From an optimization exercise on the open Yosys and OpenROAD flow, aimed at small area, a short achievable clock period and few clock cycles; shortcuts taken in it are not production practice. Only simulation tests tie the RTL to the original design; equivalence was not proved. Power is estimated from default activity; no workload was simulated.

--- flow/design.v ---
module dat_huff (
    input  wire        clk,
    input  wire        rst,
    input  wire        cmd_valid,
    output wire        cmd_ready,
    input  wire [2:0]  cmd_op,
    input  wire [15:0] cmd_arg,
    input  wire        in_valid,
    output wire        in_ready,
    input  wire [31:0] in_data,
    output reg         sym_valid,
    input  wire        sym_ready,
    output reg  [8:0]  sym_data,
    output reg  [1:0]  err
);
    localparam MAX_SYMBOLS = 285;
    localparam MAX_LEN     = 31;
    localparam OP_NOP    = 3'd0;
    localparam OP_CLEAR  = 3'd1;
    localparam OP_SETLEN = 3'd2;
    localparam OP_BUILD  = 3'd3;
    localparam OP_INIT   = 3'd4;
    localparam OP_DECODE = 3'd5;
    localparam ERR_INVALID = 2'd1;
    localparam ERR_CORRUPT = 2'd2;
    localparam S_IDLE  = 3'd0;
    localparam S_BUILD = 3'd1;
    localparam S_BFIN  = 3'd2;
    localparam S_DEC   = 3'd3;
    localparam S_DRAIN = 3'd4;
    reg [2:0] state;
    reg [4:0] len_tab [0:MAX_SYMBOLS-1];
    reg [8:0]  symarr   [0:MAX_SYMBOLS-1];
    reg [30:0] first_lo [1:MAX_LEN];
    reg [8:0]  cnt_l    [1:MAX_LEN];
    reg [8:0]  off_l    [1:MAX_LEN];
    reg        empty;
    reg [4:0]         b_len;
    reg [8:0]         b_sym;
    reg [8:0]         b_off;
    reg [8:0]         b_start;
    reg               b_started;
    reg signed [33:0] b_code;
    reg [63:0] win;
    reg [6:0]  bits;
    reg [15:0] dec_left;
    assign cmd_ready = (state == S_IDLE);
    assign in_ready  = (state == S_DEC) && (err == 2'd0) && (dec_left != 16'd0) &&
                       !empty && (bits < 7'd32);
    wire [31:0] w = win[63:32];
    reg        d_hit;
    reg [4:0]  d_len;
    reg [8:0]  d_idx;
    reg [31:0] d_code;
    reg [31:0] d_k;
    integer    l;
    always @(*) begin
        d_hit = 1'b0;
        d_len = 5'd0;
        d_idx = 9'd0;
        for (l = 1; l <= MAX_LEN; l = l + 1) begin
            d_code = w >> (32 - l);
            d_k    = d_code - {1'b0, first_lo[l]};
            if (cnt_l[l] != 9'd0 && d_code >= {1'b0, first_lo[l]} &&
                d_k < {23'd0, cnt_l[l]}) begin
                d_hit = 1'b1;
                d_len = l[4:0];
                d_idx = off_l[l] + d_k[8:0];
            end
        end
    end
    wire [8:0] d_sym = symarr[d_idx];
    wire [8:0]         b_n     = b_off - b_start;
    wire signed [33:0] b_c1    = b_started ? (((b_code + 34'sd1) >>> 1) - 34'sd1) : b_code;
    wire signed [33:0] b_top   = (34'sd1 <<< b_len) - 34'sd1;
    wire signed [33:0] b_hi    = b_started ? b_c1 : b_top;
    wire signed [33:0] b_lo    = b_hi - $signed({25'd0, b_n}) + 34'sd1;
    integer i;
    always @(posedge clk) begin
        if (rst) begin
            state     <= S_IDLE;
            err       <= 2'd0;
            empty     <= 1'b1;
            win       <= 64'd0;
            bits      <= 7'd0;
            sym_valid <= 1'b0;
            sym_data  <= 9'd0;
            dec_left  <= 16'd0;
            for (i = 0; i < MAX_SYMBOLS; i = i + 1)
                len_tab[i] <= 5'd0;
        end else begin
            if (sym_valid && sym_ready)
                sym_valid <= 1'b0;
            case (state)
            S_IDLE: begin
                if (cmd_valid && err == 2'd0) begin
                    case (cmd_op)
                    OP_NOP: ;
                    OP_CLEAR:
                        for (i = 0; i < MAX_SYMBOLS; i = i + 1)
                            len_tab[i] <= 5'd0;
                    OP_SETLEN:
                        if (cmd_arg[8:0] >= MAX_SYMBOLS)
                            err <= ERR_INVALID;
                        else
                            len_tab[cmd_arg[8:0]] <= cmd_arg[13:9];
                    OP_BUILD: begin
                        state     <= S_BUILD;
                        b_len     <= MAX_LEN[4:0];
                        b_sym     <= MAX_SYMBOLS - 1;
                        b_off     <= 9'd0;
                        b_start   <= 9'd0;
                        b_started <= 1'b0;
                        b_code    <= 34'sd0;
                    end
                    OP_INIT: begin
                        win  <= 64'd0;
                        bits <= 7'd0;
                    end
                    OP_DECODE: begin
                        state    <= S_DEC;
                        dec_left <= cmd_arg;
                    end
                    default:
                        err <= ERR_INVALID;
                    endcase
                end
            end
            S_BUILD: begin
                if (len_tab[b_sym] == b_len) begin
                    symarr[b_off] <= b_sym;
                    b_off         <= b_off + 9'd1;
                end
                if (b_sym == 9'd0)
                    state <= S_BFIN;
                else
                    b_sym <= b_sym - 9'd1;
            end
            S_BFIN: begin
                cnt_l[b_len] <= b_n;
                off_l[b_len] <= b_start;
                b_start      <= b_off;
                b_sym        <= MAX_SYMBOLS - 1;
                b_len        <= b_len - 5'd1;
                state        <= S_BUILD;
                if (b_n != 9'd0) begin
                    first_lo[b_len] <= b_lo[30:0];
                    b_code          <= b_lo - 34'sd1;
                    b_started       <= 1'b1;
                end else begin
                    b_code <= b_c1;
                end
                if (b_n != 9'd0 && b_lo < 0) begin
                    err   <= ERR_CORRUPT;
                    state <= S_IDLE;
                end else if (b_len == 5'd1) begin
                    state <= S_IDLE;
                    empty <= (b_off == 9'd0);
                end
            end
            S_DEC: begin
                if (dec_left == 16'd0) begin
                    state <= S_DRAIN;
                end else if (empty) begin
                    err   <= ERR_CORRUPT;
                    state <= S_DRAIN;
                end else if (bits < 7'd32) begin
                    if (in_valid) begin
                        win  <= win | ({32'd0, in_data} << (7'd32 - bits));
                        bits <= bits + 7'd32;
                    end
                end else if (!sym_valid || sym_ready) begin
                    if (!d_hit) begin
                        err   <= ERR_CORRUPT;
                        state <= S_DRAIN;
                    end else begin
                        sym_valid <= 1'b1;
                        sym_data  <= d_sym;
                        win       <= win << d_len;
                        bits      <= bits - {2'd0, d_len};
                        dec_left  <= dec_left - 16'd1;
                    end
                end
            end
            S_DRAIN: begin
                if (!sym_valid || sym_ready)
                    state <= S_IDLE;
            end
            default:
                state <= S_IDLE;
            endcase
        end
    end
endmodule
--- flow/run.sh ---
#!/bin/bash
# synth_recipe.tcl (not shown) runs the flow's synth.tcl, then flattens the netlist and writes it again
# the make line also repeats each setting of config.mk as NAME=value (left out here)
make -C /OpenROAD-flow-scripts/flow DESIGN_CONFIG=/design/flow/config.mk WORK_HOME=/design/flow/orfs CLKGATE_MAP_FILE= SYNTH_SCRIPT=/design/flow/synth_recipe.tcl finish
--- flow/config.mk ---
export PLATFORM = sky130hd
export DESIGN_NAME = dat_huff
export DESIGN_NICKNAME = dat_huff
export VERILOG_FILES = /design/flow/design.v
export SDC_FILE = /design/flow/constraint.sdc
export NUM_CORES = 8
export LEC_CHECK = 0
export CAP_MARGIN = 20
export CORE_MARGIN = 2
export CORE_UTILIZATION = 40
export SLEW_MARGIN = 20
--- flow/constraint.sdc ---
create_clock -name core_clock -period 20.0 [get_ports {clk}]
set_input_delay 4.0000 -clock core_clock [delete_from_list [all_inputs] [get_ports {clk}]]
set_output_delay 4.0000 -clock core_clock [all_outputs]
set_load 0.01 [all_outputs]
==> summary.md <==
The flow ran to the end and the layout has no timing, DRC or antenna violations. The placer's final routability congestion estimate was 0.982; the total congestion overflow after global routing was 0. The logs give 7 for the number of optimization iterations in the first detailed-route pass and 74,100 for the final-layout fill cell count.

Synthesis inferred 6,823 register bits. Of the total power, registers draw 36.8%. The share of synthesized area occupied by flip-flops and latches is 61.4%. Relative to the synthesized area, the layout overhead comes to 12.8%. The tool flagged a number of max-cap violations equal to 0. The count of H-tree levels built during CTS is 6, and the maximum root-to-sink buffer count is 4.

The startpoint of the worst-slack reg-to-reg timing path was win[51]. Actual slew at the worst max-slew pin: 1320 ps. Headroom to the max-slew limit came out at 10.8%. The number of cell rows is 334, and the total power divided by cell area is 130 nW/um^2. Clock tree synthesis inserted a total of 725 buffers.

Clock-pin slew was measured on the worst setup and hold paths at 60 ps. Dividing the detail-routed wire length by the instance count gives 29.8 um. The switching share of total power was 37.9%; the data required time at the worst endpoint was 21,030 ps. The proportion of synthesized flip-flops having asynchronous set or reset was 0%. The clock latency of the later-clocked register in the worst-skew pair is 1180 ps.

After detailed routing, the number of remaining DRC violations is 0. The total area inside the core boundary comes to 827,000 um^2. The routed layout has 230,000 vias. The initial utilization of the core area, before any placement, comes to 40.1%.

The fraction of layout instances using a drive strength above 1 was 11.0%. From bottom edge to top edge, the die measures 915 um. Wires add up to 1,140,000 um. Synthesized area per cell: 13.0 um^2. The class of the most critical setup path was register to register. The total die area is 836,000 um^2. In this run, the number of DRC markers left after iteration 0 of detailed routing was 34,300.

For this design the static power due to leakage is 0.135 uW. The commonest cells after synthesis are sky130_fd_sc_hd__edfxtp_1 (6,711), sky130_fd_sc_hd__nor2_1 (2,758), sky130_fd_sc_hd__nand2_1 (2,121). 70 I/O pins were placed.

The clock network is responsible for 27.6% of the overall power. Setup repair after global routing left no endpoint under its margin. The clock sink count is 6,823, and the detailed placer's ending HPWL is 734,000 um.

In this run the worst hold path is classified as register to register. Once the clock tree was built, the resizer swapped 0 gates to a different size. Once routing completed, OpenROAD measured the worst setup slack at 7880 ps.

In this run, synthesis inferred 6,711 flip-flops with an integrated enable. The slowest stage of the critical path belongs to the cell sky130_fd_sc_hd__a2111oi_0. The maximum number of pins on one net before global-route repair is 207. The total design power is 48,600 uW.

Synthesis produced a netlist whose cell count is 25,500. The power share of the combinational group came out at 35.6%. On the worst path, the slowest cell contributes a delay of 970 ps. Summed over all nets, the switching power comes to 18,400 uW. By area the synthesized netlist is led by sky130_fd_sc_hd__edfxtp_1 (61%), sky130_fd_sc_hd__mux4_2 (6.0%), sky130_fd_sc_hd__ha_1 (4.0%). The tools report the number of distinct library cells after synthesis as 116.

The tools report the startpoint of the most critical hold path as dec_left[1]. The number of hold violations in the final report is 0. The post-route minimum period is 12,120 ps.

Via count of the first global-routing pass: 217,000. Count of pins over their slew limit: 0. The wire length of the first global-routing pass came out at 1,600,000 um.

The leading area contributor after synthesis is sky130_fd_sc_hd__edfxtp_1. The overall track demand over capacity in global routing came out at 26.3%. The tools report the post-route setup TNS as 0 ps. Of all nets on the critical path, the largest fanout is 28. The cell internal power dissipation came out at 30,200 uW. The final critical path takes up 60.6% of the cycle.

The clock arrives with 128 ps of skew. The width of the die was 915 um. The run gives 139 as the initial antenna violation count.

In this run the post-CTS setup repair buffer count came out at 0. The count of yosys warnings during synthesis is 1, and the area fraction of the dominant cell type after synthesis is 60.8%. The worst-case IR drop observed on VDD is 350 uV. The post-place instance area was 351,000 um^2.

Buffers inserted to repair hold after CTS numbered 0. STA classifies the critical path endpoint as a register. The final-report setup violation count was 0; the final-stage net count was 27,800. Average via count per standard cell: 6.01. The worst slack at placement was 8310 ps. The run gives 463 ps as the worst hold margin. TritonCTS built the clock tree.

Summing all non-filler instances in the final layout gives an area of 374,000 um^2. Input and output buffers added on the ports amount to 69. Among all cell types in the netlist, the one instantiated most often is sky130_fd_sc_hd__edfxtp_1. The run gives 13,150 ps as the data arrival time at the worst-slack endpoint. The tools report the root cell of the clock tree as sky130_fd_sc_hd__clkbuf_16. Dominant synthesized flop cell: sky130_fd_sc_hd__edfxtp_1.

In this run the worst setup path begins at win[51]. The area of the mapped netlist was 332,000 um^2. By instance count, the cell type seen most on the critical path is sky130_fd_sc_hd__buf_4.

Type of element launching the critical path: a register. The post-route antenna net violation count is 0, and the fmax is 82.5 MHz.
worst max-delay path: cells and delay by family (launching register included):
kind	cells	cell delay, ps
buf+inv	6	2640
xor+xnor	1	200
compound gates	17	5700
simple gates	5	1930
flops	1	760
fa+ha+maj	2	620
routing by layer:
metal	wire length, um	vias to the layer above	global-route usage, %
met5	218	-	0
met4	52000	32	10.7
met3	133000	2297	5.75
met2	501000	13600	39.8
met1	455000	116000	36.9
li1	-	98200	-
flip-flops by register name, indices dropped and copies added, names as in the netlist, 16 cells and up, named ones only:
| signal | flops |
|---|---|
| symarr | 2565 |
| win | 64 |
| cnt_l | 279 |
| len_tab | 2560 |
| off_l | 279 |
| b_code | 34 |
| first_lo | 961 |
| dec_left | 16 |
final timing paths:
check	endpoint	depth (start not counted)	slack, ps
max	sym_data[1]	31	7880
min	dec_left[1]	2	460
min reg2reg	dec_left[1]	2	460
max reg2reg	sym_data[1]	31	7880
cell type report:
cell class / count / area [um^2] / share of cell area [%]
inverters: 1251 / 4700 / 1.26
flip-flops and latches: 6823 / 204000 / 54.5
clock inverters: 442 / 4300 / 1.15
multi-input cells: 17200 / 123000 / 32.9
diodes: 80 / 200 / 0.0535
well taps: 10900 / 13700 / 3.65
repair buffers: 625 / 5240 / 1.40
clock buffers: 891 / 19000 / 5.08
layout by cell type (no fill, tap or decap), types with 153 or more instances in the layout:
cell type | synthesis | routed
sky130_fd_sc_hd__mux4_2 | 881 | 881
sky130_fd_sc_hd__o21a_1 | 198 | 198
sky130_fd_sc_hd__a211oi_1 | 318 | 312
sky130_fd_sc_hd__clkbuf_1 | 879 | 153
sky130_fd_sc_hd__a21oi_1 | 972 | 969
sky130_fd_sc_hd__nand3_1 | 753 | 741
sky130_fd_sc_hd__o22ai_1 | 201 | 201
sky130_fd_sc_hd__conb_1 | 1 | 1135
sky130_fd_sc_hd__inv_1 | 1247 | 1238
sky130_fd_sc_hd__nand2b_1 | 173 | 173
sky130_fd_sc_hd__o21ai_0 | 1066 | 1063
sky130_fd_sc_hd__a21o_1 | 259 | 259
sky130_fd_sc_hd__clkinv_1 | 4 | 189
sky130_fd_sc_hd__nor3_1 | 381 | 374
sky130_fd_sc_hd__nor2b_1 | 185 | 185
sky130_fd_sc_hd__ha_1 | 1065 | 1063
sky130_fd_sc_hd__xnor2_1 | 419 | 400
sky130_fd_sc_hd__edfxtp_1 | 6711 | 6711
sky130_fd_sc_hd__xor2_1 | 262 | 249
sky130_fd_sc_hd__nor2_1 | 2758 | 2684
sky130_fd_sc_hd__clkbuf_16 | 0 | 734
sky130_fd_sc_hd__nor4_1 | 297 | 289
sky130_fd_sc_hd__mux2i_1 | 1083 | 1083
sky130_fd_sc_hd__nand4_1 | 179 | 179
sky130_fd_sc_hd__nand2_1 | 2121 | 2041
sky130_fd_sc_hd__buf_4 | 47 | 520
per-stage QoR:
stage               instances  utilization, %
floorplan               26600               -
global placement        36800            42.4
detailed placement      36800            42.4
CTS                     38200            45.2
global route            38200            45.2
finish                  38200            45.3
power groups by stage:
stage | clock (uW) | sequential [uW] | combinational (uW)
after detailed placement | 0 | 18200 | 16800
after global placement | 0 | 18200 | 16700
final | 13400 | 17900 | 17300
after CTS | 13600 | 17900 | 16900
after global routing | 14100 | 17900 | 17900
after floorplan | 0 | 18200 | 8810
cell families after synthesis:
| family | synth area share (%) |
|---|---|
| other | 0.00113 |
| adders and majority gates | 4.40 |
| and+or+nand+nor | 10.7 |
| AOI/OAI and AO/OA | 8.93 |
| muxes | 9.62 |
| DFF | 61.4 |
| xor gates and xnor gates | 1.80 |
| buffers and inverters | 3.11 |
Testbench counts, summed over its fixed seeds: cycles 397,933.

-- port drivers added, routing unchanged --
In the flow no input, the clock included, has a driving cell. The finished layout below was timed again as built, in two steps.
Step 1: set_driving_cell puts a clkbuf_16 on clk and a buf_2 on each other input, an assumption about the parent block.
Step 2 moves the port delays by t, midway between the first and last clock arrival at a register: inputs arrive t later, outputs are due t later. That takes back most of the time a late clock gives input paths.
Slacks: ideal ports / drivers / drivers and shift; pairs: ideal ports / drivers.
t (ns): 1.262
setup slack, ns: 7.879 / 7.879 / 7.879
pins driven straight from the clock port: 1
After both steps setup and hold are still met in this run. The setup slack of this run moves by 0.000 ns with the drivers and by 0.000 ns with both steps.
